Context: an optimization exercise on an open-source flow, tuned for small area, a short achievable clock period and few clock cycles per item. The choices shown serve that exercise and are no tape-out recipe.
The RTL was checked by simulation tests, not by an equivalence proof against the original design.
Power is estimated from default activity; no workload was simulated.

[flow/run.sh]
#!/bin/bash
# synth_recipe.tcl (not shown) runs the flow's synth.tcl, then flattens the netlist and writes it again
# the make line also repeats each setting of config.mk as NAME=value (left out here)
make -C /OpenROAD-flow-scripts/flow DESIGN_CONFIG=/design/flow/config.mk WORK_HOME=/design/flow/orfs CLKGATE_MAP_FILE= SYNTH_SCRIPT=/design/flow/synth_recipe.tcl finish
[flow/config.mk]
export PLATFORM = sky130hd
export DESIGN_NAME = uartty_core
export DESIGN_NICKNAME = uartty_core
export VERILOG_FILES = /design/flow/design.v
export SDC_FILE = /design/flow/constraint.sdc
export NUM_CORES = 4
export LEC_CHECK = 0
export CAP_MARGIN = 20
export CORE_MARGIN = 2
export CORE_UTILIZATION = 40
export SETUP_SLACK_MARGIN = 5.0
export SLEW_MARGIN = 20
[flow/constraint.sdc]
create_clock -name core_clock -period 8.0 [get_ports {clk}]
set_input_delay 1.6000 -clock core_clock [delete_from_list [all_inputs] [get_ports {clk}]]
set_output_delay 1.6000 -clock core_clock [all_outputs]
set_load 0.01 [all_outputs]
[flow/design.v]
module uartty_core (
    input  wire        clk,
    input  wire        rst,
    input  wire [13:0] cfg_flags,
    input  wire [7:0]  cfg_erase_code,
    input  wire [7:0]  cfg_kill_code,
    input  wire [7:0]  cfg_werase_code,
    input  wire        ev_valid,
    input  wire [2:0]  ev_kind,
    input  wire [7:0]  ev_data,
    output wire        ev_ready,
    output wire        rsp_valid,
    output wire [1:0]  rsp_code,
    output wire [7:0]  rsp_data,
    output wire        rsp_txie,
    output wire        rsp_rd_ready,
    output wire        rsp_tx_full
);
    localparam [7:0] C_XON   = 8'h11;
    localparam [7:0] C_XOFF  = 8'h13;
    localparam [7:0] C_CR    = 8'h0D;
    localparam [7:0] C_NL    = 8'h0A;
    localparam [7:0] C_BS    = 8'h08;
    localparam [7:0] C_SP    = 8'h20;
    localparam [7:0] C_BEL   = 8'h07;
    localparam [7:0] C_CARET = 8'h5E;
    localparam [1:0] RES_OK    = 2'd0;
    localparam [1:0] RES_BYTE  = 2'd1;
    localparam [1:0] RES_FULL  = 2'd2;
    localparam [1:0] RES_EMPTY = 2'd3;
    reg  [13:0] cfg_q;
    always @(posedge clk) cfg_q <= cfg_flags;
    wire cfg_canonical = cfg_q[0];
    wire cfg_echo      = cfg_q[1];
    wire cfg_echoe     = cfg_q[2];
    wire cfg_echok     = cfg_q[3];
    wire cfg_echoctl   = cfg_q[4];
    wire cfg_echonl    = cfg_q[5];
    wire cfg_icrnl     = cfg_flags[6];
    wire cfg_inlcr     = cfg_flags[7];
    wire cfg_igncr     = cfg_flags[8];
    wire cfg_istrip    = cfg_flags[9];
    wire cfg_ocrnl     = cfg_q[10];
    wire cfg_onlcr     = cfg_q[11];
    wire cfg_flow      = cfg_flags[12];
    wire cfg_bell      = cfg_q[13];
    function is_ctl(input [7:0] c);
        is_ctl = (c < 8'h20) || (c == 8'h7F);
    endfunction
    reg [7:0] rx_mem [0:127];
    reg [6:0] rx_head, rx_tail;
    reg [6:0] rx_cnt;          
    reg [7:0] rx_hd;           
    reg       lc_sp, lc_wt2;   
    reg [6:0] pl_start;        
    reg [7:0] pl_w;            
    reg [6:0] sp_cnt;          
    reg [7:0] tx_mem [0:63];
    reg [5:0] tx_head, tx_tail;
    reg [5:0] tx_cnt;          
    reg [7:0] tx_hd;           
    reg [7:0] backlog;         
    reg [1:0] es;              
    reg       txie, halt, plf;
    reg       a_valid;
    reg       a_rx, a_txrdy, a_rd, a_wr;
    reg [7:0] a_byte;          
    reg       a_xoff, a_xon, a_ign;
    reg       a_eqe, a_eqk, a_eqw;    
    reg       a_nl, a_sp, a_ctl;
    localparam [1:0] B_EXEC  = 2'd0;   
    localparam [1:0] B_ECHO2 = 2'd1;   
    localparam [1:0] B_WER1  = 2'd2;   
    localparam [1:0] B_WER2  = 2'd3;   
    reg [1:0] bs;
    reg [7:0] b_byte;          
    reg       b_echo, b_caret, b_any;
    reg       rdy;             
    reg       r_valid;
    reg [1:0] r_code;
    reg [7:0] r_data;
    reg       r_txie, r_rdr, r_txf;
    assign ev_ready     = rdy;
    assign rsp_valid    = r_valid;
    assign rsp_code     = r_code;
    assign rsp_data     = r_data;
    assign rsp_txie     = r_txie;
    assign rsp_rd_ready = r_rdr;
    assign rsp_tx_full  = r_txf;
    wire [7:0] in_b1   = cfg_istrip ? {1'b0, ev_data[6:0]} : ev_data;
    wire       in_b1cr = in_b1 == C_CR;
    wire       in_b1nl = in_b1 == C_NL;
    wire       map_nl  = cfg_icrnl && in_b1cr;              
    wire       map_cr  = !map_nl && cfg_inlcr && in_b1nl;   
    wire [7:0] in_b    = map_nl ? C_NL : map_cr ? C_CR : in_b1;
    wire       in_xoff = cfg_flow && ev_data == C_XOFF;
    wire       in_xon  = cfg_flow && ev_data == C_XON;
    function eq_b(input [7:0] code);
        eq_b = map_nl ? (code == C_NL) : map_cr ? (code == C_CR) : (in_b1 == code);
    endfunction
    wire b_busy = bs != B_EXEC;
    wire b_exec = !b_busy && a_valid;
    wire plain   = !a_xoff && !a_xon && !a_ign;
    wire a_erase = cfg_canonical && plain && a_eqe;
    wire a_kill  = cfg_canonical && plain && !a_eqe && a_eqk;
    wire a_wer   = cfg_canonical && plain && !a_eqe && !a_eqk && a_eqw;
    wire a_ins   = a_rx && plain && !(cfg_canonical && (a_eqe || a_eqk || a_eqw));
    wire a_echo  = a_nl ? (cfg_echo || cfg_echonl) : cfg_echo;
    wire a_caret = !a_nl && cfg_echo && cfg_echoctl && a_ctl;
    wire a_wt2   = cfg_echoctl && a_ctl;
    wire a_need2 = cfg_canonical && !a_nl;
    wire [6:0] rx_tail_m1 = rx_tail - 7'd1;
    wire [6:0] rx_tail_p1 = rx_tail + 7'd1;
    wire [6:0] rx_head_p1 = rx_head + 7'd1;
    wire       rx_empty   = rx_cnt == 7'd0;
    wire       pl_empty   = rx_tail == pl_start;
    wire       admit      = a_need2 ? (rx_cnt <= 7'd125) : (rx_cnt != 7'd127);
    reg  [6:0] rx_raddr;
    wire [7:0] rx_rdata = rx_mem[rx_raddr];
    wire [5:0] tx_tail_p1 = tx_tail + 6'd1;
    wire [5:0] tx_head_p1 = tx_head + 6'd1;
    wire       tx_full    = tx_cnt == 6'd63;
    wire       tx_full2   = tx_cnt == 6'd62;    
    wire       tx_empty   = tx_cnt == 6'd0;
    reg  [5:0] tx_raddr;       
    wire [7:0] tx_rdata   = tx_mem[tx_raddr];
    wire rd_ready = cfg_canonical ? (rx_head != pl_start) : !rx_empty;
    wire [7:0] enq_byte = (bs == B_ECHO2)   ? (b_byte ^ 8'h40) :
                          bs[1]             ? (b_caret ? C_CARET : b_byte) :
                          (a_ins && !admit) ? C_BEL :
                          (a_rx && a_caret) ? C_CARET : a_byte;
    reg  [6:0] n_head, n_tail, n_pl_start, n_sp_cnt, n_rx_cnt;
    reg  [6:0] n_head_p1, n_tail_m2;
    reg  [7:0] n_pl_w, n_backlog;
    reg  [1:0] n_es, n_bs;
    reg        n_txie, n_halt, n_plf;
    reg  [5:0] n_tx_head;
    reg        f_ins;          
    reg        f_ret;          
    reg        f_rd;           
    reg        f_deq;          
    reg        enq;            
    reg        done;           
    reg  [1:0] n_code;
    reg  [7:0] n_data;
    reg  [7:0] n_b_byte;
    reg        n_b_echo, n_b_caret, n_b_any;
    task retract_one(input flag);
        begin
            f_ret = 1'b1;
            n_tail = rx_tail_m1;
            n_tail_m2 = rx_tail - 7'd3;
            n_rx_cnt = rx_cnt - 7'd1;
            n_pl_w = lc_wt2 ? pl_w - 8'd2 : pl_w - 8'd1;
            if (lc_sp) n_sp_cnt = sp_cnt - 7'd1;
            if (flag) begin
                n_backlog = lc_wt2 ? backlog + 8'd2 : backlog + 8'd1;
                n_txie = 1'b1;
            end
        end
    endtask
    task retract_line(input flag);
        begin
            n_tail = pl_start;
            n_tail_m2 = pl_start - 7'd2;
            n_rx_cnt = pl_start - rx_head;
            n_pl_w = 8'd0;
            n_sp_cnt = 7'd0;
            if (flag && !pl_empty) begin
                n_backlog = backlog + pl_w;
                n_txie = 1'b1;
            end
        end
    endtask
    task echo_a;
        begin
            if (a_echo) begin
                enq = 1'b1;
                if (a_caret) begin
                    n_bs = B_ECHO2;
                    done = 1'b0;
                end
            end
        end
    endtask
    always @(*) begin
        n_head = rx_head;
        n_tail = rx_tail;
        n_head_p1 = rx_head_p1;
        n_tail_m2 = rx_tail - 7'd2;
        n_rx_cnt = rx_cnt;
        f_ins = 1'b0;
        f_ret = 1'b0;
        f_rd = 1'b0;
        f_deq = 1'b0;
        n_pl_start = pl_start;
        n_sp_cnt = sp_cnt;
        n_pl_w = pl_w;
        n_backlog = backlog;
        n_es = es;
        n_bs = bs;
        n_txie = txie;
        n_halt = halt;
        n_plf = plf;
        n_tx_head = tx_head;
        enq = 1'b0;
        done = 1'b0;
        n_code = RES_OK;
        n_data = 8'd0;
        n_b_byte = b_byte;
        n_b_echo = b_echo;
        n_b_caret = b_caret;
        n_b_any = b_any;
        case (bs)
        B_EXEC: if (a_valid) begin
            done = 1'b1;
            n_b_byte = a_byte;
            n_b_echo = a_echo;
            n_b_caret = a_caret;
            n_b_any = 1'b0;
            if (a_rx) begin
                if (a_xoff) begin
                    n_halt = 1'b1;
                    n_txie = 1'b0;
                end else if (a_xon) begin
                    n_halt = 1'b0;
                    n_txie = 1'b1;
                end else if (a_erase) begin
                    if (!pl_empty) begin
                        retract_one(cfg_echoe);
                        if (!cfg_echoe) echo_a;
                    end
                end else if (a_kill) begin
                    retract_line(cfg_echok);
                    if (!cfg_echok && !pl_empty) echo_a;
                end else if (a_wer) begin
                    if (sp_cnt == 7'd0) begin
                        retract_line(cfg_echoe);
                        if (!cfg_echoe && !pl_empty) echo_a;
                    end else begin
                        done = 1'b0;
                        n_bs = lc_sp ? B_WER1 : B_WER2;
                        retract_one(cfg_echoe);
                        n_b_any = 1'b1;
                    end
                end else if (a_ins) begin
                    if (admit) begin
                        f_ins = 1'b1;
                        n_tail = rx_tail_p1;
                        n_tail_m2 = rx_tail_m1;
                        n_rx_cnt = rx_cnt + 7'd1;
                        if (cfg_canonical && a_nl) begin
                            n_pl_start = rx_tail_p1;
                            n_pl_w = 8'd0;
                            n_sp_cnt = 7'd0;
                        end else begin
                            n_pl_w = a_wt2 ? pl_w + 8'd2 : pl_w + 8'd1;
                            if (a_sp) n_sp_cnt = sp_cnt + 7'd1;
                        end
                        echo_a;
                    end else if (cfg_bell) begin
                        enq = 1'b1;
                    end
                end
            end else if (a_txrdy) begin
                if (halt) begin
                    n_txie = 1'b0;
                end else if (plf) begin
                    n_plf = 1'b0;
                    n_code = RES_BYTE;
                    n_data = C_NL;
                end else if (es == 2'd0 && backlog != 8'd0) begin
                    n_backlog = backlog - 8'd1;
                    n_es = 2'd2;
                    n_code = RES_BYTE;
                    n_data = C_BS;
                end else if (es == 2'd2) begin
                    n_es = 2'd3;
                    n_code = RES_BYTE;
                    n_data = C_SP;
                end else if (es == 2'd3) begin
                    n_es = 2'd0;
                    n_code = RES_BYTE;
                    n_data = C_BS;
                end else if (!tx_empty) begin
                    n_tx_head = tx_head_p1;
                    f_deq = 1'b1;
                    n_code = RES_BYTE;
                    if (cfg_ocrnl && tx_hd == C_CR) begin
                        n_data = C_NL;
                    end else if (cfg_onlcr && tx_hd == C_NL) begin
                        n_data = C_CR;
                        n_plf = 1'b1;
                    end else begin
                        n_data = tx_hd;
                    end
                end else begin
                    n_txie = 1'b0;
                end
            end else if (a_rd) begin
                if (rd_ready) begin
                    f_rd = 1'b1;
                    n_head = rx_head_p1;
                    n_head_p1 = rx_head + 7'd2;
                    n_rx_cnt = rx_cnt - 7'd1;
                    n_code = RES_BYTE;
                    n_data = rx_hd;
                end else begin
                    n_code = RES_EMPTY;
                end
            end else if (a_wr) begin
                enq = 1'b1;
                n_code = tx_full ? RES_FULL : RES_OK;
            end
        end
        B_ECHO2: begin
            enq = 1'b1;
            done = 1'b1;
            n_bs = B_EXEC;
        end
        default: begin    
            if (sp_cnt == 7'd0) begin
                retract_line(cfg_echoe);
                n_b_any = b_any || !pl_empty;
                done = 1'b1;
            end else if (bs == B_WER1 || !lc_sp) begin
                retract_one(cfg_echoe);
                n_b_any = 1'b1;
                if (!lc_sp) n_bs = B_WER2;
            end else begin
                done = 1'b1;
            end
            if (done) begin
                n_bs = B_EXEC;
                if (!cfg_echoe && n_b_any && b_echo) begin
                    enq = 1'b1;
                    if (b_caret) begin
                        n_bs = B_ECHO2;
                        done = 1'b0;
                    end
                end
            end
        end
        endcase
        if (enq) n_txie = 1'b1;
    end
    wire       tx_we     = enq && !tx_full;
    wire [5:0] n_tx_tail = tx_we ? tx_tail_p1 : tx_tail;
    wire [5:0] n_tx_cnt  = tx_we ? tx_cnt + 6'd1 : f_deq ? tx_cnt - 6'd1 : tx_cnt;
    wire       n_tx_full = tx_we ? tx_full2 : (tx_full && !f_deq);
    wire       rd_more   = cfg_canonical ? (rx_head_p1 != pl_start) : (rx_cnt != 7'd1);
    wire       n_rdr     = (f_ins && (a_nl || !cfg_canonical)) || (f_rd ? rd_more : rd_ready);
    wire       n_a_valid = rdy ? ev_valid : a_valid;
    wire       n_a_rd    = rdy ? (ev_kind == 3'd3) : a_rd;
    wire       n_rdy     = !n_a_valid || n_bs == B_EXEC;
    wire       n_sel_rd  = n_a_valid && n_a_rd && n_bs == B_EXEC;
    always @(posedge clk) begin
        rx_mem[rx_tail] <= a_byte;
        tx_mem[tx_tail] <= enq_byte;
    end
    always @(posedge clk) begin
        if (f_ins && rx_empty)
            rx_hd <= a_byte;
        else if (f_rd)
            rx_hd <= rx_rdata;
        if (f_ins) begin
            lc_sp  <= a_sp;
            lc_wt2 <= a_wt2;
        end else if (f_ret) begin
            lc_sp  <= rx_rdata == C_SP;
            lc_wt2 <= cfg_echoctl && is_ctl(rx_rdata);
        end
        if (tx_we && tx_empty)
            tx_hd <= enq_byte;
        else if (f_deq)
            tx_hd <= tx_rdata;
    end
    always @(posedge clk) begin
        if (rst) begin
            a_valid  <= 1'b0;
            rdy      <= 1'b1;
            bs       <= B_EXEC;
            r_valid  <= 1'b0;
            rx_head  <= 7'd0;
            rx_tail  <= 7'd0;
            rx_cnt   <= 7'd0;
            tx_cnt   <= 6'd0;
            pl_start <= 7'd0;
            pl_w     <= 8'd0;
            sp_cnt   <= 7'd0;
            tx_head  <= 6'd0;
            tx_tail  <= 6'd0;
            tx_raddr <= 6'd1;
            rx_raddr <= 7'd126;
            backlog  <= 8'd0;
            es       <= 2'd0;
            txie     <= 1'b0;
            halt     <= 1'b0;
            plf      <= 1'b0;
        end else begin
            a_valid  <= n_a_valid;
            rdy      <= n_rdy;
            bs       <= n_bs;
            r_valid  <= done;
            rx_head  <= n_head;
            rx_tail  <= n_tail;
            rx_cnt   <= n_rx_cnt;
            tx_cnt   <= n_tx_cnt;
            pl_start <= n_pl_start;
            pl_w     <= n_pl_w;
            sp_cnt   <= n_sp_cnt;
            tx_head  <= n_tx_head;
            tx_tail  <= n_tx_tail;
            tx_raddr <= f_deq ? tx_head + 6'd2 : tx_head_p1;
            rx_raddr <= n_sel_rd ? n_head_p1 : n_tail_m2;
            backlog  <= n_backlog;
            es       <= n_es;
            txie     <= n_txie;
            halt     <= n_halt;
            plf      <= n_plf;
        end
    end
    always @(posedge clk) begin
        if (rdy) begin
            a_rx     <= ev_kind == 3'd1;
            a_txrdy  <= ev_kind == 3'd2;
            a_rd     <= ev_kind == 3'd3;
            a_wr     <= ev_kind == 3'd4;
            a_byte   <= (ev_kind == 3'd1) ? in_b : ev_data;
            a_xoff   <= in_xoff;
            a_xon    <= !in_xoff && in_xon;
            a_ign    <= cfg_igncr && in_b1cr;
            a_eqe    <= eq_b(cfg_erase_code) || eq_b(C_BS);
            a_eqk    <= eq_b(cfg_kill_code);
            a_eqw    <= eq_b(cfg_werase_code);
            a_nl     <= map_nl || (!map_cr && in_b1nl);
            a_sp     <= in_b1 == C_SP;
            a_ctl    <= is_ctl(in_b1);    
        end
        b_byte  <= n_b_byte;
        b_echo  <= n_b_echo;
        b_caret <= n_b_caret;
        b_any   <= n_b_any;
        r_code  <= n_code;
        r_data  <= n_data;
        r_txie  <= n_txie;
        r_rdr   <= n_rdr;
        r_txf   <= n_tx_full;
    end
endmodule
==> results.toml, run 1 <==
[worst_hold_path]
min_path_cells = 1
min_path_type = "register to register"
min_from = "sp_cnt[6]$_SDFFE_PP0P_"
holdPathEnd = "sp_cnt[6]$_SDFFE_PP0P_"

[critical_path]
ff2ff_setup_slack_ps = 4450
start_kind = "register"
critPathKind = "register to register"
max_stage_delay_ps = 590
cp.arrival_ps = 4220
critPathTopFamily = "simple AND/OR/NAND/NOR gates"
cp-end-kind = "register"
path_cells = "or4b_4, nor3b_4, buf_4, nand2_1, and3_4, o21ai_4, buf_4, buf_8, ha_4, inv_1, o21bai_1, a21oi_2, nand2_1, o21ai_2, xnor2_1, nor2_1"
crit_slowest_cell = "or4b_4"
critPathBufInv = 4
cp.required_ps = 8670
r2r_start = "a_ign$_DFFE_PP_"
critPathMaxFanout = 12
r2r_cells = 16
r2r-end = "tx_cnt[5]$_SDFFE_PP0P_"

[sta]
rsz0062_at_grt = "true"
worst_pin_slew_ps = 1010
fin_tns_setup_ps = 0
period_share_pct = 44.4
fmax_mhz = 282
min_period_ps = 3550
slew_viol_final = 0
hold_violations = 0
setup_viol = 0
slew_headroom_pct = 32.3
finClkSkew_ps = 43.2
fin_ws_ps = 4450

[status]
status = "timing/DRC/antenna clean"

[floorplanning]
placementRows = 154
die_w_um = 425
die_h_um = 425
design.core.area_mm2 = 0.176
pin_count = 67
initial_core_util_pct = 40.2
die_area_mm2 = 0.180

[place]
place_ws_ps = 3300
gp_congestion = 0.927
hpwlAfterDp_um = 111000
portBuffers = 66

[power_and_ir_drop]
seqPwrFrac_pct = 53.4
fin_total_pwr_mw = 18.3
p_int_mw = 14.5
ir_worst_vdd_mv = 0.250
switching_power_mw = 3.85
p_leak_nw = 26.4
switching_share_pct = 21.0
p_clk_share_pct = 43.2
comb_power_share_pct = 3.5
p_per_area_mw_per_mm2 = 222

[job]
cap_viol_max_count = 0

[grt]
antenna_found_initial = 4
track_usage_pct = 20.4
grt_overflow = 0
grt_first_pass_wirelength_um = 270000
grt_pass1_vias = 38547
grt_max_degree = 89

[clock_tree]
worstSkewPairLatency_ps = 820
clkSinkCount = 1700
cts_tree = "built"
cts_made_buffers = 175
clk_pin_slew_ps = 60
cts-root-buf = "clkbuf_16"
htreeDepth = 4
cts_buffer_depth = 3

[synthesis]
synth_seq_area_share_pct = 70.5
syn_area_per_cell_um2 = 17.2
ys_ff_latch = 1700
synth_ff_type = "edfxtp_1"
synthCells = 4106
synthesis.nets = 4209
synth_enable_flop_cells = 1585
synth-async-reset-ratio_pct = 0
syn_area_mm2 = 0.0708
yosysWarnings = 1
synth.distinct_cells = 84

[cells_and_area]
mostFrequentLayoutCells = "edfxtp_1 (1,585), mux4_2 (418), nor2_1 (373)"
area_growth_pct = 16.8
drive_gt1_share_pct = 24.7
final_common_cell = "edfxtp_1"
final_nets = 4388

[drt]
drtIter0Drc = 4240
route.detailed.drc = 0
via_count = 39708
firstDrtPassIters = 9
wirelength_um = 187000
antenna_left = 0
via_per_inst = 5.87
wl_per_cell_um = 27.7
-- sequential cells by signal, summed over array words and instances (netlist names), 6 cells and up, named ones only --
| signal | cells |
|---|---|
| rx_mem | 1024 |
| tx_mem | 512 |
| cfg_q | 9 |
| a_byte | 8 |
| b_byte | 8 |
| backlog | 8 |
| pl_w | 8 |
| r_data | 8 |
| rx_hd | 8 |
| tx_hd | 8 |
| pl_start | 7 |
| rx_cnt | 7 |
| rx_head | 7 |
| rx_tail | 7 |
| sp_cnt | 7 |
| tx_cnt | 6 |
| tx_head | 6 |
| tx_tail | 6 |
-- kinds of logic after synthesis --
group	after synthesis	synth area share (%)
flops	1700	70.5
fa+ha+maj	51	0.934
simple gates	883	5.68
buf+inv	311	1.75
compound gates	504	4.60
xor+xnor	120	1.50
mux	537	15.0
-- worst register-to-register path: stages, from the launching register on --
cell,delay [ps]
edfxtp_1,390
or4b_4,590
nor3b_4,250
buf_4,240
nand2_1,220
and3_4,280
o21ai_4,250
buf_4,170
buf_8,140
ha_4,220
inv_1,70
o21bai_1,80
a21oi_2,170
nand2_1,80
o21ai_2,90
xnor2_1,120
nor2_1,60
-- per-layer routing --
metal  vias to the layer above  global-route usage [%]  part of all wire, %
li1                      16784                       -                    -
met1                     20767                    28.7                   41
met2                      1838                    32.5                   48
met3                       319                    3.83                  8.2
met4                         0                    6.09                  2.8
met5                         -                       0                    0
-- cells in the mapped netlist (6+ instances only) --
cell type  count  area [um2]
xor2_1        56         490
mux2_1         8        90.1
mux4_2       418        9410
a211oi_1      50         375
nand4_1       19         119
a31oi_1       26         163
or2_2          7        43.8
nor4b_1        6        52.6
nor4_1        15        93.8
a22oi_1       21         158
nor3_1        42         210
a21oi_1       97         485
nand3_1       88         440
a211o_1        7        61.3
a311oi_1       8        70.1
a221oi_1      12         105
nand3b_1       9        67.6
and2_1         8        50.1
o22ai_1       42         263
nor2_1       384        1440
a21boi_0      10        75.1
nor3b_1       14         105
nand2b_1      12        75.1
o221ai_1      11        96.3
a21o_1         6        45.0
ha_1          48         601
nor2b_1       19         119
o21ai_0      131         656
dfxtp_1      115        2300
clkbuf_1     165         619
o211ai_1      20         150
nand2_1      201         754
or3_1         15        93.8
mux2_2        14         158
buf_1         48         180
buf_2         44         220
mux2i_1       97         971
inv_1         50         188
xnor2_1       63         552
and3_1        22         138
edfxtp_1    1585       47600
-- metrics by stage --
| stage | hold WS [ps] | std cells | cell area, um2 | util, % |
|---|---|---|---|---|
| 6_report | 497 | 6761 | 82600 | 47.0 |
| 3_5_place_dp | 481 | 6323 | 74100 | 42.1 |
| 4_1_cts | 489 | 6724 | 81900 | 46.5 |
| 3_3_place_gp | 469 | 6323 | 74100 | 42.1 |
| 5_1_grt | 532 | 6760 | 82600 | 47.0 |
| 2_1_floorplan | 408 | 4106 | 70900 | - |
-- final cells by class --
| type | instances | area (um2) |
|---|---|---|
| fill | 14736 | 93300 |
| sequential | 1700 | 49900 |
| multi-input combinational | 2100 | 20900 |
| clock buffer | 208 | 4560 |
| timing repair buffer | 258 | 3170 |
| tap | 2340 | 2930 |
| clock inverter | 104 | 941 |
| inverter | 50 | 191 |
| antenna | 1 | 2.50 |
-- power by group through the flow --
stage | sequential, mW | combinational (mW) | clock (mW)
finish | 9.77 | 0.641 | 7.90
global route | 9.77 | 0.679 | 8.36
CTS | 9.77 | 0.618 | 8.02
detailed placement | 9.97 | 0.537 | 0
global placement | 9.97 | 0.527 | 0
floorplan | 10.0 | 0.270 | 0
-- worst max-delay path by stage --
stage,slack (ps),start,depth (start not counted),end
6_report,4450,a_ign$_DFFE_PP_,16,tx_cnt[5]$_SDFFE_PP0P_
5_1_grt,4310,a_ign$_DFFE_PP_,17,tx_cnt[5]$_SDFFE_PP0P_
4_1_cts,4470,a_xoff$_DFFE_PP_,16,tx_cnt[5]$_SDFFE_PP0P_
3_5_place_dp,3300,cfg_q[0]$_DFF_P_,16,tx_cnt[5]$_SDFFE_PP0P_
3_3_place_gp,3270,cfg_q[0]$_DFF_P_,16,tx_cnt[5]$_SDFFE_PP0P_
2_1_floorplan,3600,a_byte[3]$_DFFE_PP_,2,tx_mem[0][3]$_DFFE_PP_
-- timing repair --
| action | in CTS | in global routing |
|---|---|---|
| setup buffers | 64 | 34 |
| pin swaps | 26 | 33 |
| hold buffers | 0 | 0 |
| gates resized for setup | 268 | 97 |
| setup endpoints to repair | 547 | 275 |
| cloned | 25 | 2 |
Testbench counts, summed over its fixed seeds: cycles 24,270, events 24,000.
==> run 2: changes to the inputs <==
--- a/flow/config.mk
+++ b/flow/config.mk
@@ -8,5 +8,5 @@
 export CAP_MARGIN = 20
 export CORE_MARGIN = 2
 export CORE_UTILIZATION = 40
-export SETUP_SLACK_MARGIN = 5.0
+export SETUP_SLACK_MARGIN = 4.0
 export SLEW_MARGIN = 20
==> run 2 against run 1 <==
Synthesized cell count did not move. Via count decreased by 2.8%. Die area unchanged. Setup slack got worse by 400 ps. Clock skew up 38 ps. Core utilization is 1.5 points lower. Critical path depth fell by 7. Total power shrank 0.72%. Sequential cell count did not move. Global-route usage down 0.60 points. Hold slack improved by 1.8 ps. Largest power group unchanged.
==> results.toml, run 2 <==
[status]
status = "timing/DRC/antenna clean"

[drt]
wirelength_um = 181000
via_count = 38579
via_per_inst = 5.79
antenna_left = 0
wl_per_cell_um = 27.1
firstDrtPassIters = 5
route.detailed.drc = 0
drtIter0Drc = 4147

[sta]
period_share_pct = 49.3
min_period_ps = 3950
slew_viol_final = 0
finClkSkew_ps = 81.2
fin_tns_setup_ps = 0
rsz0062_at_grt = "true"
worst_pin_slew_ps = 1120
setup_viol = 0
slew_headroom_pct = 25.4
fmax_mhz = 253
hold_violations = 0

[job]
cap_viol_max_count = 0

[synthesis]
ys_ff_latch = 1700
yosysWarnings = 1
synth_ff_type = "edfxtp_1"
synthesis.nets = 4209
syn_area_mm2 = 0.0708
synth_enable_flop_cells = 1585
synth_top_area_cell = "edfxtp_1"
synth.most_common_cell = "edfxtp_1"
synth.distinct_cells = 84
ys_top_cells_by_count = "edfxtp_1 (1,585), mux4_2 (418), nor2_1 (384)"
synth_seq_area_share_pct = 70.5
synthCells = 4106
synth-async-reset-ratio_pct = 0
syn_area_per_cell_um2 = 17.2
synth_top_cells_by_area = "edfxtp_1 (67%), mux4_2 (13%), dfxtp_1 (3.3%)"
synth.top_cell.area_share_pct = 67.3

[clock_tree]
hold_buffers = 0
clkSinkCount = 1700
htreeDepth = 4
cts_made_buffers = 173
worstSkewPairLatency_ps = 840
cts_tree = "built"
cts_buffer_depth = 3
clk_pin_slew_ps = 60
cts-root-buf = "clkbuf_16"

[power_and_ir_drop]
p_leak_nw = 25.5
ir_worst_vdd_mv = 0.224
p_per_area_mw_per_mm2 = 227

[critical_path]
cp.required_ps = 8490
cp-end-kind = "register"
r2r-end = "lc_wt2$_DFFE_PP_"
critPathMaxFanout = 36
critPathKind = "register to register"
cp-endpoint = "lc_wt2$_DFFE_PP_"
start_kind = "register"
ff2ff_setup_slack_ps = 4050
cp.arrival_ps = 4440
r2r_cells = 9

[floorplanning]
initial_core_util_pct = 40.2
design.core.area_mm2 = 0.176
placementRows = 154
pin_count = 67
die_area_mm2 = 0.180
die_w_um = 425
die_h_um = 425

[place]
hpwlAfterDp_um = 112000
gp_congestion = 0.915
portBuffers = 66

[cells_and_area]
mostFrequentLayoutCells = "edfxtp_1 (1,585), mux4_2 (418), nor2_1 (383)"
area_growth_pct = 13.0
final_common_cell = "edfxtp_1"
nFillCells = 14995
drive_gt1_share_pct = 19.0
final_nets = 4279
largest_reg_flops = 1024
largest-register = "rx_mem"
largestRegisters = "rx_mem: 1024 flops, tx_mem: 512 flops, cfg_q: 9 flops"
final_util_pct = 45.5

[grt]
track_usage_pct = 19.8
grt_pass1_vias = 37956
grt_overflow = 0
grt_first_pass_wirelength_um = 264000
antenna_found_initial = 5
grt_max_degree = 101

[worst_hold_path]
min_path_type = "register to register"
min_from = "sp_cnt[6]$_SDFFE_PP0P_"
==> run 2: changes by cell type in the layout (fill, tap and decap cells not counted), moves of 10 or more <==
| cell | delta |
|---|---|
| buf_16 | -15 |
| o21ai_0 | +16 |
| o22ai_1 | +17 |
| a21oi_1 | +13 |
| buf_4 | -42 |
| nor2_1 | +10 |
| mux2i_4 | -26 |
| clkbuf_1 | +13 |
| buf_12 | -23 |
| mux2i_2 | -18 |
| a21oi_2 | -13 |
| o22ai_2 | -12 |
| mux2i_1 | +44 |
| clkdlybuf4s50_1 | +20 |
==> run 2: worst max-delay path, stage by stage (launching register included) <==
cell	delay [ps]
dfxtp_4	640
buf_4	540
nor2b_1	530
a22oi_1	250
a21boi_0	380
o32ai_1	170
nor3_2	450
nor3b_1	120
o211ai_1	330
o21ai_0	150
==> run 2: power by group <==
part           internal, mW  switching [mW]
clock network          4.36            3.50
logic                 0.173           0.377
registers              9.75          0.0281
==> run 2: cell families (layout without fill, tap and decap cells) <==
group | count (synthesis) | after routing | synth area share [%]
other | 0 | 1 | 0
DFF | 1700 | 1700 | 70.5
muxes | 537 | 537 | 15.0
and+or+nand+nor | 883 | 884 | 5.68
xor gates and xnor gates | 120 | 120 | 1.50
buffers and inverters | 311 | 523 | 1.75
AOI/OAI and AO/OA | 504 | 505 | 4.60
adders and majority gates | 51 | 51 | 0.934
==> run 2: repair_timing <==
item	in CTS	in global routing
cloned	4	1
pin swaps	1	0
gates resized for setup	25	17
hold endpoints to repair	0	0
setup buffers	4	10
endpoints found under the setup margin	19	12
==> run 2: through the flow <==
step                      cells  power [mW]  setup WS (ps)  hold slack [ps]  area, um2
after floorplan            4106        10.3           3600              408      70800
after global placement     6319        10.5           3350              488      74000
after detailed placement   6320        10.5           3340              497      74000
after CTS                  6647        18.3           4000              508      79800
after global routing       6660        18.7           3920              538      80000
final                      6661        18.2           4050              499      80000
==> run 2: cell type report <==
type	count	area (um2)	area share [%]
sequential	1700	49900	62.4
clock inverter	102	1030	1.28
timing repair buffer	154	1560	1.95
multi-input combinational	2097	19800	24.8
antenna	1	2.50	0.00313
clock buffer	217	4520	5.66
tap	2340	2930	3.66
inverter	50	188	0.235
==> run 2: worst min path at each step <==
stage                              to  cells after the start
4_1_cts        sp_cnt[6]$_SDFFE_PP0P_                      1
6_report       sp_cnt[6]$_SDFFE_PP0P_                      1
3_5_place_dp   sp_cnt[6]$_SDFFE_PP0P_                      1
3_3_place_gp   sp_cnt[6]$_SDFFE_PP0P_                      1
5_1_grt        tx_cnt[3]$_SDFFE_PP0P_                      2
2_1_floorplan    r_data[0]$_SDFF_PP0_                      2
==> run 2: routing by layer <==
metal,global-route usage (%),vias up,wire [um]
li1,-,16562,-
met1,27.7,20101,75000
met2,31.6,1595,86600
met3,3.73,315,13700
met4,6.03,6,5210
met5,0,-,39
==> run 3: changes to the inputs <==
--- a/flow/design.v
+++ b/flow/design.v
@@ -112,19 +112,22 @@
     wire [6:0] rx_tail_m1 = rx_tail - 7'd1;
     wire [6:0] rx_tail_p1 = rx_tail + 7'd1;
     wire [6:0] rx_head_p1 = rx_head + 7'd1;
-    wire       rx_empty   = rx_cnt == 7'd0;
-    wire       pl_empty   = rx_tail == pl_start;
-    wire       admit      = a_need2 ? (rx_cnt <= 7'd125) : (rx_cnt != 7'd127);
+    reg        rx_empty;       
+    reg        rx_le125;       
+    reg        rx_ne127;       
+    reg        pl_empty;       
+    reg        sp_nz;          
+    reg        tx_full;        
+    reg        tx_full2;       
+    reg        tx_empty;       
+    reg        rd_ready;       
+    wire       admit      = a_need2 ? rx_le125 : rx_ne127;
     reg  [6:0] rx_raddr;
     wire [7:0] rx_rdata = rx_mem[rx_raddr];
     wire [5:0] tx_tail_p1 = tx_tail + 6'd1;
     wire [5:0] tx_head_p1 = tx_head + 6'd1;
-    wire       tx_full    = tx_cnt == 6'd63;
-    wire       tx_full2   = tx_cnt == 6'd62;    
-    wire       tx_empty   = tx_cnt == 6'd0;
     reg  [5:0] tx_raddr;       
     wire [7:0] tx_rdata   = tx_mem[tx_raddr];
-    wire rd_ready = cfg_canonical ? (rx_head != pl_start) : !rx_empty;
     wire [7:0] enq_byte = (bs == B_ECHO2)   ? (b_byte ^ 8'h40) :
                           bs[1]             ? (b_caret ? C_CARET : b_byte) :
                           (a_ins && !admit) ? C_BEL :
@@ -137,6 +140,7 @@
     reg  [5:0] n_tx_head;
     reg        f_ins;          
     reg        f_ret;          
+    reg        f_line;         
     reg        f_rd;           
     reg        f_deq;          
     reg        enq;            
@@ -161,6 +165,7 @@
     endtask
     task retract_line(input flag);
         begin
+            f_line = 1'b1;
             n_tail = pl_start;
             n_tail_m2 = pl_start - 7'd2;
             n_rx_cnt = pl_start - rx_head;
@@ -191,6 +196,7 @@
         n_rx_cnt = rx_cnt;
         f_ins = 1'b0;
         f_ret = 1'b0;
+        f_line = 1'b0;
         f_rd = 1'b0;
         f_deq = 1'b0;
         n_pl_start = pl_start;
@@ -234,7 +240,7 @@
                     retract_line(cfg_echok);
                     if (!cfg_echok && !pl_empty) echo_a;
                 end else if (a_wer) begin
-                    if (sp_cnt == 7'd0) begin
+                    if (!sp_nz) begin
                         retract_line(cfg_echoe);
                         if (!cfg_echoe && !pl_empty) echo_a;
                     end else begin
@@ -319,7 +325,7 @@
             n_bs = B_EXEC;
         end
         default: begin    
-            if (sp_cnt == 7'd0) begin
+            if (!sp_nz) begin
                 retract_line(cfg_echoe);
                 n_b_any = b_any || !pl_empty;
                 done = 1'b1;
@@ -350,6 +356,21 @@
     wire       n_tx_full = tx_we ? tx_full2 : (tx_full && !f_deq);
     wire       rd_more   = cfg_canonical ? (rx_head_p1 != pl_start) : (rx_cnt != 7'd1);
     wire       n_rdr     = (f_ins && (a_nl || !cfg_canonical)) || (f_rd ? rd_more : rd_ready);
+    wire [6:0] line_cnt  = pl_start - rx_head;
+    wire       f_dec     = f_ret || f_rd;
+    wire       n_rx_empty = f_ins ? 1'b0 : f_dec ? (rx_cnt == 7'd1) :
+                            f_line ? (line_cnt == 7'd0) : rx_empty;
+    wire       n_rx_le125 = f_ins ? (rx_cnt <= 7'd124) : f_dec ? rx_ne127 :
+                            f_line ? (line_cnt <= 7'd125) : rx_le125;
+    wire       n_rx_ne127 = f_ins ? (rx_cnt != 7'd126) : f_dec ? 1'b1 :
+                            f_line ? (line_cnt != 7'd127) : rx_ne127;
+    wire       n_pl_empty = f_ins ? (cfg_canonical && a_nl) :
+                            f_ret ? (rx_tail_m1 == pl_start) : f_line ? 1'b1 : pl_empty;
+    wire       n_sp_nz    = f_ins ? (a_sp || (sp_nz && !(cfg_canonical && a_nl))) :
+                            f_ret ? (lc_sp ? (sp_cnt != 7'd1) : sp_nz) :
+                            f_line ? 1'b0 : sp_nz;
+    wire       n_tx_full2 = tx_we ? (tx_cnt == 6'd61) : f_deq ? tx_full : tx_full2;
+    wire       n_tx_empty = tx_we ? 1'b0 : f_deq ? (tx_cnt == 6'd1) : tx_empty;
     wire       n_a_valid = rdy ? ev_valid : a_valid;
     wire       n_a_rd    = rdy ? (ev_kind == 3'd3) : a_rd;
     wire       n_rdy     = !n_a_valid || n_bs == B_EXEC;
@@ -390,6 +411,15 @@
             sp_cnt   <= 7'd0;
             tx_head  <= 6'd0;
             tx_tail  <= 6'd0;
+            rx_empty <= 1'b1;
+            rx_le125 <= 1'b1;
+            rx_ne127 <= 1'b1;
+            pl_empty <= 1'b1;
+            sp_nz    <= 1'b0;
+            tx_full  <= 1'b0;
+            tx_full2 <= 1'b0;
+            tx_empty <= 1'b1;
+            rd_ready <= 1'b0;
             tx_raddr <= 6'd1;
             rx_raddr <= 7'd126;
             backlog  <= 8'd0;
@@ -411,6 +441,15 @@
             sp_cnt   <= n_sp_cnt;
             tx_head  <= n_tx_head;
             tx_tail  <= n_tx_tail;
+            rx_empty <= n_rx_empty;
+            rx_le125 <= n_rx_le125;
+            rx_ne127 <= n_rx_ne127;
+            pl_empty <= n_pl_empty;
+            sp_nz    <= n_sp_nz;
+            tx_full  <= n_tx_full;
+            tx_full2 <= n_tx_full2;
+            tx_empty <= n_tx_empty;
+            rd_ready <= n_rdr;
             tx_raddr <= f_deq ? tx_head + 6'd2 : tx_head_p1;
             rx_raddr <= n_sel_rd ? n_head_p1 : n_tail_m2;
             backlog  <= n_backlog;
--- a/flow/config.mk
+++ b/flow/config.mk
@@ -8,5 +8,5 @@
 export CAP_MARGIN = 20
 export CORE_MARGIN = 2
 export CORE_UTILIZATION = 40
-export SETUP_SLACK_MARGIN = 4.0
+export SETUP_SLACK_MARGIN = 5.0
 export SLEW_MARGIN = 20
==> run 3 against run 2 <==
Still clean. Register-to-register slack improved by 830 ps. Clock-buffer cell count increased by 3. Sequential share of layout area decreased by 2.0 points. Cell count increased by 2.3%. Core utilization increased by 1.6 points. Synthesized cell count increased by 0.73%. Global-route usage increased by 1.2 points. Die area increased by 0.48%. Sequential cell count increased by 9. Setup slack improved by 830 ps. Clock power increased by 2%. Largest power group unchanged.
==> results.toml, run 3 <==
[status]
status = "timing/DRC/antenna clean"

[critical_path]
critPathTopFamily = "simple AND/OR/NAND/NOR gates"
cp.depth = 4
ff2ff_setup_slack_ps = 4890
critPathMaxFanout = 16
critPathBufInv = 1
max_stage_delay_ps = 800
crit_slowest_cell = "nor2_1"
cp.arrival_ps = 3520
start_kind = "register"
cp-end-kind = "register"
critPathKind = "register to register"
r2r-end = "rx_mem[48][6]$_DFFE_PP_"
crit_top_cell = "nor2_1"
path_cells = "buf_4, nor2_1, nand3_1, nor2_1"
cp.required_ps = 8400
r2r_cells = 4
r2r_start = "rx_tail[6]$_SDFFE_PP0P_"

[place]
gp_congestion = 0.885
post_dp_cell_area_mm2 = 0.0743
hpwlAfterDp_um = 111000
portBuffers = 66

[synthesis]
synth_enable_flop_cells = 1585
synth-async-reset-ratio_pct = 0
synth_top_cells_by_area = "edfxtp_1 (67%), mux4_2 (13%), dfxtp_1 (3.5%)"
ys_ff_latch = 1709
yosysWarnings = 1
synth_seq_area_share_pct = 70.4
syn_area_mm2 = 0.0711
syn_area_per_cell_um2 = 17.2
synth_ff_type = "edfxtp_1"
ys_top_cells_by_count = "edfxtp_1 (1,585), nor2_1 (429), mux4_2 (418)"
synthCells = 4136
synth.top_cell.area_share_pct = 66.9
synth_top_area_cell = "edfxtp_1"
synthesis.nets = 4238
synth.most_common_cell = "edfxtp_1"
synth.distinct_cells = 93

[cells_and_area]
mostFrequentLayoutCells = "edfxtp_1 (1,585), mux4_2 (418), nor2_1 (402)"
drive_gt1_share_pct = 24.1
area_growth_pct = 16.7
final_common_cell = "edfxtp_1"
regArea_mm2 = 0.0501
largestRegisters = "rx_mem: 1024 flops, tx_mem: 512 flops, cfg_q: 9 flops"
largest_reg_flops = 1024
final_nets = 4433
fin_area_mm2 = 0.0830
multiInputGateArea_mm2 = 0.0206
largest-register = "rx_mem"
nFillCells = 14783
final_util_pct = 47.1

[drt]
drtIter0Drc = 4435
via_per_inst = 5.86
route.detailed.drc = 0
wirelength_um = 193000
firstDrtPassIters = 8
antenna_left = 0
via_count = 39902
wl_per_cell_um = 28.4

[worst_hold_path]
holdPathEnd = "sp_cnt[6]$_SDFFE_PP0P_"
min_from = "sp_cnt[6]$_SDFFE_PP0P_"
min_path_cells = 2
min_path_type = "register to register"

[grt]
grt_pass1_vias = 39087
track_usage_pct = 21.1
grt_overflow = 0
grt_first_pass_wirelength_um = 279000
antenna_found_initial = 2
grt_max_degree = 105

[clock_tree]
clk_pin_slew_ps = 60
worstSkewPairLatency_ps = 810
cts_made_buffers = 175
htreeDepth = 4
cts_buffer_depth = 3
clkSinkCount = 1709
cts_tree = "built"
cts-root-buf = "clkbuf_16"

[sta]
finClkSkew_ps = 39.3
worst_pin_slew_ps = 1070
fin_tns_setup_ps = 0
min_period_ps = 3110
setup_viol = 0
hold_violations = 0
rsz0062_at_grt = "true"
period_share_pct = 38.9
slew_headroom_pct = 28.5
slew_viol_final = 0
fmax_mhz = 321

[power_and_ir_drop]
p_leak_nw = 26.6
comb_power_share_pct = 3.0
p_clk_share_pct = 43.5
seqPwrFrac_pct = 53.4
switching_power_mw = 3.88
p_int_mw = 14.5
p_per_area_mw_per_mm2 = 221
switching_share_pct = 21.1
ir_worst_vdd_mv = 0.205

[floorplanning]
die_w_um = 426
initial_core_util_pct = 40.3
design.core.area_mm2 = 0.176
pin_count = 67
die_h_um = 426
die_area_mm2 = 0.181
placementRows = 154

[job]
cap_viol_max_count = 0
run 3: cell type report:
type	count	area share, %
sequential	1709	60.4
multi-input combinational	2128	24.9
clock buffer	220	5.67
timing repair buffer	265	4.23
tap	2340	3.53
clock inverter	100	1.02
inverter	52	0.244
antenna	1	0.00302
run 3: worst max path at each step:
stage / from / end / slack, ps
2_1_floorplan: ev_data[7] / a_eqe$_DFFE_PP_ / 4770
3_3_place_gp: register / lc_wt2$_DFFE_PP_ / 3560
3_5_place_dp: register / lc_wt2$_DFFE_PP_ / 3660
4_1_cts: register / lc_wt2$_DFFE_PP_ / 4920
5_1_grt: rx_tail[6]$_SDFFE_PP0P_ / rx_mem[117][5]$_DFFE_PP_ / 4810
6_report: rx_tail[6]$_SDFFE_PP0P_ / rx_mem[48][6]$_DFFE_PP_ / 4890
run 3: power groups by stage:
stage / combinational, mW / clock (mW) / sequential (mW)
detailed placement: 0.473 / 0 / 10.0
global route: 0.592 / 8.47 / 9.81
floorplan: 0.239 / 0 / 10.0
CTS: 0.537 / 8.10 / 9.81
finish: 0.558 / 7.99 / 9.81
global placement: 0.463 / 0 / 10.0
run 3: metal layers:
| layer | up-vias | GRT usage [%] | part of all wire, % |
|---|---|---|---|
| met1 | 20990 | 29.8 | 42 |
| li1 | 16916 | - | - |
| met2 | 1678 | 33.4 | 48 |
| met5 | - | 0 | 0 |
| met4 | 0 | 6.93 | 3.2 |
| met3 | 318 | 3.41 | 7.2 |
run 3: what timing repair did:
item                       4_1_cts  5_1_grt
gates resized for setup        229      106
gates cloned                    36        6
pin swaps                       32       32
setup endpoints to repair      501      232
setup buffers                   71       22
hold buffers                     0        0
run 3: stage by stage:
step | hold slack (ps) | setup WS, ps | power [mW] | std cells
2_1_floorplan | 408 | 4770 | 10.3 | 4136
3_3_place_gp | 491 | 3560 | 10.5 | 6359
3_5_place_dp | 485 | 3660 | 10.5 | 6359
4_1_cts | 498 | 4920 | 18.4 | 6786
5_1_grt | 531 | 4810 | 18.9 | 6815
6_report | 494 | 4890 | 18.4 | 6815
run 3: cell families (layout without fill, tap and decap cells):
group	count (synthesis)	count (layout)	synth area share, %
other cells	0	1	0
buf+inv	305	637	1.85
flops	1709	1709	70.4
xor+xnor	127	127	1.56
fa+ha+maj	50	50	0.901
simple gates	920	926	5.88
mux	521	521	14.7
compound gates	504	504	4.67
run 3: worst min-delay path, delay by kind of cell, from the launching register on:
family             cells  cell delay [ps]
DFF                    1              320
AOI/OAI and AO/OA      2              130
Testbench counts of run 3, summed over its fixed seeds: cycles 24,270, events 24,000.
==> run 4: changes to the inputs <==
--- a/flow/config.mk
+++ b/flow/config.mk
@@ -8,5 +8,7 @@
 export CAP_MARGIN = 20
 export CORE_MARGIN = 2
 export CORE_UTILIZATION = 40
+export CTS_CLUSTER_DIAMETER = 100
+export CTS_CLUSTER_SIZE = 30
 export SETUP_SLACK_MARGIN = 5.0
 export SLEW_MARGIN = 20
==> run 4 against run 3 <==
Still clean on timing, DRC and antenna. Total power is 19% lower. Setup slack better by 11 ps. Critical endpoint is now lc_wt2$_DFFE_PP_. Core utilization fell by 1.9 points. Combinational power is 0.9% lower. Fmax rose by 0.35%. Critical path depth increased by 8. Clock skew rose by 0.86 ps. Critical path type unchanged. Largest cell class unchanged.
==> results.toml, run 4 <==
[critical_path]
critPathMaxFanout = 15
cp.depth = 12
r2r_cells = 12
path_cells = "buf_12, buf_16, buf_4, mux4_2, mux2i_1, nand2_1, nand3_1, nand4_1, nand4_1, nor3_1, a21oi_2, a21oi_1"
critPathBufInv = 3
critPathTopFamily = "multiplexers"
start_kind = "register"
cp.arrival_ps = 3590
crit_top_cell = "nand4_1"
crit_slowest_cell = "mux4_2"
cp.required_ps = 8480
cp-end-kind = "register"
max_stage_delay_ps = 510
critPathKind = "register to register"

[sta]
min_period_ps = 3100
fmax_mhz = 322
fin_tns_setup_ps = 0
period_share_pct = 38.8
worst_pin_slew_ps = 1060
slew_headroom_pct = 29.4
hold_violations = 0
rsz0062_at_grt = "true"
slew_viol_final = 0
setup_viol = 0
finClkSkew_ps = 40.2

[drt]
wirelength_um = 190000
via_count = 39001
route.detailed.drc = 0
drtIter0Drc = 4808
via_per_inst = 5.89
firstDrtPassIters = 5
wl_per_cell_um = 28.6
antenna_left = 0

[synthesis]
synth-xor-area-share_pct = 1.56
synth_enable_flop_cells = 1585
synth.most_common_cell = "edfxtp_1"
ys_top_cells_by_count = "edfxtp_1 (1,585), nor2_1 (429), mux4_2 (418)"
synth.distinct_cells = 93
synth_top_cells_by_area = "edfxtp_1 (67%), mux4_2 (13%), dfxtp_1 (3.5%)"
synth_ff_type = "edfxtp_1"
synth_top_family_by_area = "multiplexers"
synth_top_area_cell = "edfxtp_1"
synthesis.nets = 4238
synthCells = 4136
synth-simple-area-share_pct = 5.88
synthMuxAreaShare_pct = 14.7
yosysWarnings = 1
syn_area_per_cell_um2 = 17.2
synth_seq_area_share_pct = 70.4
synthAdderAreaFrac_pct = 0.901
synth.top_cell.area_share_pct = 66.9
synth_compound_area_share_pct = 4.67
synth-async-reset-ratio_pct = 0
syn_area_mm2 = 0.0711
ys_ff_latch = 1709

[power_and_ir_drop]
p_leak_nw = 25.1
switching_power_mw = 3.13
p_per_area_mw_per_mm2 = 186
ir_worst_vdd_mv = 0.159
comb_power_share_pct = 3.7
switching_share_pct = 21.1
seqPwrFrac_pct = 65.9
p_clk_share_pct = 30.3
p_int_mw = 11.7

[cells_and_area]
fin_area_mm2 = 0.0797
largest-register = "rx_mem"
final_util_pct = 45.2
regArea_mm2 = 0.0501
nFillCells = 15087
largestRegisters = "rx_mem: 1024 flops, tx_mem: 512 flops, cfg_q: 9 flops"
finalNonFillerCells = 6624
final_common_cell = "edfxtp_1"
final_nets = 4350
area_growth_pct = 12.0
largest_reg_flops = 1024
mostFrequentLayoutCells = "edfxtp_1 (1,585), mux4_2 (418), nor2_1 (408)"
drive_gt1_share_pct = 21.7
multiInputGateArea_mm2 = 0.0207

[clock_tree]
cts_tree = "built"
cts_buffer_depth = 3
worstSkewPairLatency_ps = 730
cts_made_buffers = 69
htreeDepth = 3
clkSinkCount = 1709
cts-root-buf = "clkbuf_16"
hold_buffers = 0
clk_pin_slew_ps = 110

[place]
gp_congestion = 0.885
hpwlAfterDp_um = 111000
portBuffers = 66
post_dp_cell_area_mm2 = 0.0743
dp.cells = 6359

[grt]
grt_busiest_layer = "met2"
track_usage_pct = 20.5
grt_first_pass_wirelength_um = 272000
grt_overflow = 0
grt_pass1_vias = 37811
antenna_found_initial = 4
grtUsageMet1_pct = 29.4
grt_max_degree = 105
use_met3_pct = 2.64
gr-usage-met2_pct = 32.9

[floorplanning]
placementRows = 154
design.core.area_mm2 = 0.176
initial_core_util_pct = 40.3
die_w_um = 426
die_h_um = 426
die_area_mm2 = 0.181
pin_count = 67

[worst_hold_path]
min_path_cells = 2
min_path_type = "register to register"

[status]
status = "timing/DRC/antenna clean"

[job]
cap_viol_max_count = 0
-- run 4: cell counts after synthesis --
Identical to the previous run, type by type.
-- run 4: timing repair --
item	CTS	global route
pin swaps	25	32
setup buffers	60	57
gates resized for setup	204	105
setup endpoints to repair	590	185
cloned	33	8
-- run 4: worst min-delay path, stage by stage (launching register included) --
cell	delay (ps)
dfxtp_1	340
o21ai_0	70
a21oi_1	60
-- run 4: logic make-up (layout without fill, tap and decap cells) --
logic type               count (synthesis)  count (layout)
AND/OR/NAND/NOR                        920             925
buffers and inverters                  305             447
XOR/XNOR                               127             127
AO/OA/AOI/OAI                          504             504
adder cells (fa/ha/maj)                 50              50
other                                    0               1
multiplexers                           521             521
flip-flops                            1709            1709
-- run 4: path summary, 6_finish.rpt --
| kind | start | to | slack [ps] |
|---|---|---|---|
| max | register | lc_wt2$_DFFE_PP_ | 4900 |
| min | sp_cnt[6]$_SDFFE_PP0P_ | sp_cnt[6]$_SDFFE_PP0P_ | 500 |
| max reg2reg | register | lc_wt2$_DFFE_PP_ | 4900 |
| min reg2reg | sp_cnt[6]$_SDFFE_PP0P_ | sp_cnt[6]$_SDFFE_PP0P_ | 500 |
-- run 4: power by group through the flow --
stage	logic, mW	clock network (mW)	registers, mW
6_report	0.553	4.51	9.80
3_3_place_gp	0.463	0	10.0
3_5_place_dp	0.473	0	10.0
4_1_cts	0.529	4.60	9.80
2_1_floorplan	0.239	0	10.0
5_1_grt	0.587	4.88	9.80
-- run 4: cell type report --
type | instances | share of cell area, %
Clock buffer | 94 | 2.39
Sequential cell | 1709 | 62.9
Inverter | 52 | 0.264
Clock inverter | 12 | 0.223
Multi-Input combinational cell | 2127 | 26.0
Antenna cell | 1 | 0.00314
Timing Repair Buffer | 289 | 4.56
Tap cell | 2340 | 3.68
-- run 4: metrics by stage --
stage	total power [mW]	worst slack (ps)	hold WS [ps]
after global routing	15.3	4860	537
after CTS	14.9	4860	504
after detailed placement	10.5	3660	485
after global placement	10.5	3560	491
final	14.9	4900	498
after floorplan	10.3	4770	408
-- run 4: routing by layer --
layer | up-vias | wire length [um]
li1 | 16592 | -
met1 | 20649 | 80300
met2 | 1486 | 91000
met3 | 272 | 12300
met4 | 2 | 5920
met5 | - | 13
==> run 5: changes to the inputs <==
==> flow/flow/run.sh (new file) <==
#!/bin/bash
set -euo pipefail
bash standard.sh SETUP_SLACK_MARGIN=5.6 finish > standard.log 2>&1
==> flow/standard.sh (new file) <==
#!/bin/bash
# synth_recipe.tcl (not shown) runs the flow's synth.tcl, then flattens the netlist and writes it again
# the make line also repeats each setting of config.mk as NAME=value (left out here)
make -C /OpenROAD-flow-scripts/flow DESIGN_CONFIG=/design/flow/config.mk WORK_HOME=/design/flow/orfs CLKGATE_MAP_FILE= SYNTH_SCRIPT=/design/flow/synth_recipe.tcl "${@:-finish}"
--- a/flow/config.mk
+++ b/flow/config.mk
@@ -8,7 +8,4 @@
 export CAP_MARGIN = 20
 export CORE_MARGIN = 2
 export CORE_UTILIZATION = 40
-export CTS_CLUSTER_DIAMETER = 100
-export CTS_CLUSTER_SIZE = 30
-export SETUP_SLACK_MARGIN = 5.0
 export SLEW_MARGIN = 20
removed: flow/run.sh
==> run 5 against run 4 <==
Still clean. Critical path depth did not move. Cell area rose by 8.7%. Routed wire length rose by 3.5%. Hold slack improved by 3.6 ps. Clock skew fell by 14 ps. Combinational power rose by 12%. Register-to-register slack improved by 30 ps. Area after synthesis did not move. Sequential share of layout area fell by 5.0 points. Sequential cell count did not move. Critical path type unchanged.
==> results.toml, run 5 <==
[grt]
grt_pass1_vias = 40182
antenna_found_initial = 2
grt_max_degree = 132
track_usage_pct = 21.3
grt_overflow = 0
grt_first_pass_wirelength_um = 282000

[floorplanning]
die_w_um = 426
design.core.area_mm2 = 0.176
die_area_mm2 = 0.181
placementRows = 154
initial_core_util_pct = 40.3
die_h_um = 426
pin_count = 67

[drt]
firstDrtPassIters = 6
wl_met2_um = 94900
wirelength_um = 196000
top_layer_used = "met4"
drtIter0Drc = 4338
via_count = 40579
wl_met1_um = 79900
route.detailed.drc = 0
antenna_left = 0
via_per_inst = 5.84
wl_per_cell_um = 28.2
met3_length_um = 14900

[clock_tree]
cts_tree = "built"
clk_pin_slew_ps = 60
clkSinkCount = 1709
hold_buffers = 0
cts_buffer_depth = 3
cts-root-buf = "clkbuf_16"
htreeDepth = 4
cts_made_buffers = 177
worstSkewPairLatency_ps = 810

[synthesis]
synth_enable_flop_cells = 1585
synthesis.nets = 4238
ys_top_cells_by_count = "edfxtp_1 (1,585), nor2_1 (429), mux4_2 (418)"
synth.distinct_cells = 93
synth_seq_area_share_pct = 70.4
synthCells = 4136
synth-async-reset-ratio_pct = 0
yosysWarnings = 1
ys_ff_latch = 1709
synth.top_cell.area_share_pct = 66.9
synth_top_area_cell = "edfxtp_1"
syn_area_per_cell_um2 = 17.2
syn_area_mm2 = 0.0711
synth_ff_type = "edfxtp_1"
synth_top_cells_by_area = "edfxtp_1 (67%), mux4_2 (13%), dfxtp_1 (3.5%)"
synth.most_common_cell = "edfxtp_1"

[sta]
rsz0062_at_grt = "true"
period_share_pct = 38.4
fmax_mhz = 326
worst_pin_slew_ps = 1130
setup_viol = 0
hold_violations = 0
finClkSkew_ps = 26.2
fin_tns_setup_ps = 0
slew_viol_final = 0
slew_headroom_pct = 24.4
min_period_ps = 3070
fin_ws_ps = 4930

[place]
post_dp_cell_area_mm2 = 0.0745
gp_congestion = 0.887
hpwlAfterDp_um = 111000
portBuffers = 66
place_ws_ps = 3810

[cells_and_area]
drive_gt1_share_pct = 35.0
largest_reg_flops = 1024
largest-register = "rx_mem"
fin_area_mm2 = 0.0866
final_util_pct = 49.1
final_common_cell = "edfxtp_1"
mostFrequentLayoutCells = "edfxtp_1 (1,585), mux4_2 (418), nor2_1 (209)"
largestRegisters = "rx_mem: 1024 flops, tx_mem: 512 flops, cfg_q: 9 flops"
area_growth_pct = 21.8
final_nets = 4572

[critical_path]
cp-end-kind = "register"
cp.required_ps = 8670
max_stage_delay_ps = 510
critPathBufInv = 4
cp.arrival_ps = 3740
start_kind = "register"
critPathMaxFanout = 8
crit_slowest_cell = "mux4_2"
critPathTopFamily = "simple AND/OR/NAND/NOR gates"
critPathKind = "register to register"
path_cells = "buf_12, buf_16, buf_16, buf_12, mux4_2, o22ai_2, o21ai_2, nand3_2, nand4_1, or4_1, nor2_1, a32o_1"

[job]
cap_viol_max_count = 0

[power_and_ir_drop]
ir_worst_vdd_mv = 0.215
p_leak_nw = 27.6
p_per_area_mw_per_mm2 = 212

[worst_hold_path]
min_path_type = "register to register"

[status]
status = "timing/DRC/antenna clean"
## run 5: cell type report
type                            instances  area (um2)
Clock inverter                         87         762
Antenna cell                            4        10.0
Clock buffer                          225        4730
Timing Repair Buffer                  394        4750
Sequential cell                      1709       50200
Fill cell                           14412       89700
Tap cell                             2340        2930
Multi-Input combinational cell       2136       23000
Inverter                               52         205
## run 5: worst paths after layout
kind | from | to | slack [ps] | cells after the start
max | register | lc_sp$_DFFE_PP_ | 4930 | 12
min | sp_cnt[6]$_SDFFE_PP0P_ | sp_cnt[6]$_SDFFE_PP0P_ | 500 | 2
max reg2reg | register | lc_sp$_DFFE_PP_ | 4930 | 12
min reg2reg | sp_cnt[6]$_SDFFE_PP0P_ | sp_cnt[6]$_SDFFE_PP0P_ | 500 | 2
## run 5: worst register-to-register path: cells and delay by family (launching register included)
family | cells | cell delay [ps]
multiplexers | 1 | 520
AND/OR/NAND/NOR | 4 | 910
buffers and inverters | 4 | 610
AO/OA/AOI/OAI | 3 | 460
flip-flops | 1 | 430
## run 5: stage by stage
stage	cells	hold slack [ps]	total power, mW
after floorplan	4136	408	10.3
after global placement	6354	476	10.5
after detailed placement	6354	495	10.5
after CTS	6860	503	18.4
after global routing	6944	546	18.8
final	6947	501	18.3
## run 5: timing repair
action / in CTS / in global routing
setup buffers: 157 / 78
endpoints found under the setup margin: 1727 / 1334
cloned: 37 / 5
resized for setup: 761 / 273
pin swaps: 120 / 111
## run 5: logic make-up after synthesis
kind of cell / share of synthesized area (%)
multiplexers: 14.7
XOR/XNOR: 1.56
flip-flops: 70.4
buffers and inverters: 1.85
adder cells (fa/ha/maj): 0.901
AND/OR/NAND/NOR: 5.88
AO/OA/AOI/OAI: 4.67
## run 5: per-layer routing
| layer | vias up | track usage, % |
|---|---|---|
| met5 | - | 0 |
| met2 | 1810 | 34.4 |
| met4 | 0 | 6.54 |
| met1 | 21160 | 29.2 |
| li1 | 17204 | - |
| met3 | 405 | 3.91 |
## run 5: report_power, final
part / total [mW] / switching, mW / internal [mW]
logic: 0.619 / 0.394 / 0.224
registers: 9.81 / 0.0272 / 9.78
clock network: 7.91 / 3.44 / 4.47
==> run 6: changes to the inputs <==
--- a/flow/design.v
+++ b/flow/design.v
@@ -51,7 +51,9 @@
     reg [6:0] rx_head, rx_tail;
     reg [6:0] rx_cnt;          
     reg [7:0] rx_hd;           
-    reg       lc_sp, lc_wt2;   
+    reg [7:0] lc_byte;         
+    wire      lc_sp  = lc_byte == C_SP;
+    wire      lc_wt2 = cfg_echoctl && is_ctl(lc_byte);
     reg [6:0] pl_start;        
     reg [7:0] pl_w;            
     reg [6:0] sp_cnt;          
@@ -380,18 +382,15 @@
         tx_mem[tx_tail] <= enq_byte;
     end
     always @(posedge clk) begin
-        if (f_ins && rx_empty)
+        if (rx_empty)
             rx_hd <= a_byte;
         else if (f_rd)
             rx_hd <= rx_rdata;
-        if (f_ins) begin
-            lc_sp  <= a_sp;
-            lc_wt2 <= a_wt2;
-        end else if (f_ret) begin
-            lc_sp  <= rx_rdata == C_SP;
-            lc_wt2 <= cfg_echoctl && is_ctl(rx_rdata);
-        end
-        if (tx_we && tx_empty)
+        if (f_ins)
+            lc_byte <= a_byte;
+        else if (f_ret)
+            lc_byte <= rx_rdata;
+        if (tx_empty)
             tx_hd <= enq_byte;
         else if (f_deq)
             tx_hd <= tx_rdata;
==> flow/run.sh (new file) <==
#!/bin/bash
# synth_recipe.tcl (not shown) runs the flow's synth.tcl, then flattens the netlist and writes it again
# the make line also repeats each setting of config.mk as NAME=value (left out here)
make -C /OpenROAD-flow-scripts/flow DESIGN_CONFIG=/design/flow/config.mk WORK_HOME=/design/flow/orfs CLKGATE_MAP_FILE= SYNTH_SCRIPT=/design/flow/synth_recipe.tcl finish
--- a/flow/config.mk
+++ b/flow/config.mk
@@ -7,5 +7,8 @@
 export LEC_CHECK = 0
 export CAP_MARGIN = 20
 export CORE_MARGIN = 2
-export CORE_UTILIZATION = 40
+export CORE_UTILIZATION = 70
+export CTS_CLUSTER_DIAMETER = 100
+export CTS_CLUSTER_SIZE = 30
+export SETUP_SLACK_MARGIN = 5.0
 export SLEW_MARGIN = 20
removed: flow/flow/run.sh
removed: flow/standard.sh
==> run 6 against run 5 <==
Core utilization increased by 27 points. Fmax decreased by 0.48%. Combinational power decreased by 18%. Clock skew increased by 3.5 ps. Cell area decreased by 11%. Routed wire length decreased by 5.8%. Cell count decreased by 20%. Non-clock buffer count decreased by 193. Sequential power increased by 0.5%.
==> results.toml, run 6 <==
[drt]
wirelength_um = 185000
via_count = 41306
antenna_left = 0
drtIter0Drc = 6362

[power_and_ir_drop]
switching_power_mw = 2.98
switching_share_pct = 20.3
p_leak_nw = 24.2
ir_worst_vdd_mv = 0.235

[sta]
worst_pin_slew_ps = 1210
hold_violations = 0
rsz0062_at_grt = "true"
fin_tns_setup_ps = 0
setup_viol = 0
period_share_pct = 38.6
slew_headroom_pct = 19.2
min_period_ps = 3090
finClkSkew_ps = 29.7
fin_ws_ps = 4910

[place]
gp_congestion = 0.964
portBuffers = 66
place_ws_ps = 3820

[clock_tree]
worstSkewPairLatency_ps = 700
cts-root-buf = "clkbuf_16"
clkSinkCount = 1715
clk_pin_slew_ps = 120
cts_buffer_depth = 3
hold_buffers = 0
cts_made_buffers = 68

[synthesis]
synth-async-reset-ratio_pct = 0
synth_top_area_cell = "edfxtp_1"
yosysWarnings = 1
ys_top_cells_by_count = "edfxtp_1 (1,591), mux4_2 (388), nor2_1 (360)"
synthCells = 4174
synth.distinct_cells = 96
synthesis.nets = 4276
syn_area_mm2 = 0.0716
synth_seq_area_share_pct = 70.2

[cells_and_area]
final_common_cell = "edfxtp_1"
area_growth_pct = 8.04
regArea_mm2 = 0.0503
largestRegisters = "rx_mem: 1024 flops, tx_mem: 512 flops, cfg_q: 9 flops"
largest-register = "rx_mem"
mostFrequentLayoutCells = "edfxtp_1 (1,591), mux4_2 (388), nor2_1 (333)"
final_util_pct = 76.1
largest_reg_flops = 1024
multiInputGateArea_mm2 = 0.0209
drive_gt1_share_pct = 20.1

[critical_path]
start_kind = "register"
max_stage_delay_ps = 920
critPathMaxFanout = 17
critPathTopFamily = "simple AND/OR/NAND/NOR gates"
path_cells = "nor2b_1, nand3_1, nor2_1"
crit_slowest_cell = "dfxtp_1"
cp.required_ps = 8330
critPathBufInv = 0
cp-end-kind = "register"
cp.arrival_ps = 3410

[floorplanning]
pin_count = 67
die_w_um = 324
initial_core_util_pct = 70.5
placementRows = 117
design.core.area_mm2 = 0.102
die_area_mm2 = 0.105

[status]
status = "timing/DRC/antenna clean"

[grt]
grt_max_degree = 113
track_usage_pct = 35.5
grt_pass1_vias = 39836
grt_overflow = 0

[worst_hold_path]
min_path_cells = 2
min_path_type = "register to register"

[job]
cap_viol_max_count = 0
-- run 6: cell types whose count changed after synthesis, sizes merged, moves of 20 or more --
cell,delta
a22oi,+24
mux2,+38
a221oi,+41
o221ai,+33
nand2,-44
mux2i,-35
nor2,-69
a31oi,+34
a22o,+34
mux4,-30
o21ai,-21
nor4,+20
-- run 6: path summary, 6_finish.rpt --
path,startpoint,to,slack [ps]
max reg2reg,rx_tail[4]$_SDFFE_PP0P_,rx_mem[91][2]$_DFFE_PP_,4910
min,sp_cnt[6]$_SDFFE_PP0P_,sp_cnt[6]$_SDFFE_PP0P_,530
min reg2reg,sp_cnt[6]$_SDFFE_PP0P_,sp_cnt[6]$_SDFFE_PP0P_,530
max,rx_tail[4]$_SDFFE_PP0P_,rx_mem[91][2]$_DFFE_PP_,4910
-- run 6: layer usage --
layer | share of wire, % | up-vias | wire length (um) | track usage [%]
met1 | 37 | 20966 | 68000 | 51.4
met2 | 48 | 3058 | 87900 | 55.2
li1 | - | 16833 | - | -
met4 | 4.1 | 0 | 7570 | 12.9
met3 | 12 | 449 | 21300 | 6.78
met5 | 0 | - | 0 | 0
-- run 6: cell families after synthesis --
family | count (synthesis) | synth area share [%]
XOR/XNOR | 115 | 1.41
AND/OR/NAND/NOR | 826 | 5.41
flip-flops | 1715 | 70.2
multiplexers | 494 | 13.8
buffers and inverters | 316 | 1.78
adder cells (fa/ha/maj) | 50 | 0.895
AO/OA/AOI/OAI | 658 | 6.54
-- run 6: power by group through the flow --
stage                     Combinational [mW]  Clock [mW]  Sequential [mW]
after floorplan                        0.221           0             10.1
after global placement                 0.429           0             10.1
after CTS                              0.483        4.33             9.86
after detailed placement               0.451           0             10.1
final                                  0.510        4.32             9.86
after global routing                   0.536        4.57             9.86
-- run 6: area by class of cell --
type / count / area share [%]
multi-input combinational: 2144 / 27.0
inverter: 61 / 0.306
clock inverter: 8 / 0.165
antenna: 2 / 0.00647
tap: 1368 / 2.21
sequential: 1715 / 65.0
clock buffer: 77 / 2.38
timing repair buffer: 201 / 2.96
-- run 6: metrics by stage --
stage,instances,power [mW],hold WS [ps],instance area (um2)
floorplan,4174,10.3,408,71700
global placement,5417,10.5,488,73600
detailed placement,5417,10.5,515,73600
CTS,5546,14.7,531,76700
global route,5574,15.0,566,77400
finish,5576,14.7,535,77400
-- run 6: worst reg2reg max path, cell delays in order, from the launching register on --
cell and delay [ps]:
dfxtp_1 920, nor2b_1 450, nand3_1 490, nor2_1 860
-- run 6: repair_timing --
item | 4_1_cts | 5_1_grt
resized for setup | 124 | 91
cloned | 9 | 2
setup buffers | 35 | 24
pin swaps | 5 | 14
setup endpoints to repair | 480 | 328
Testbench counts of run 6, summed over its fixed seeds: cycles 24,270, events 24,000.

Setup slack of run 6, layout unchanged: 4.914 ns with ideal ports, 4.914 ns with driving cells assumed (clock clkbuf_16, inputs buf_2), 4.402 ns with port delays also shifted by the 0.767 ns mid clock arrival.
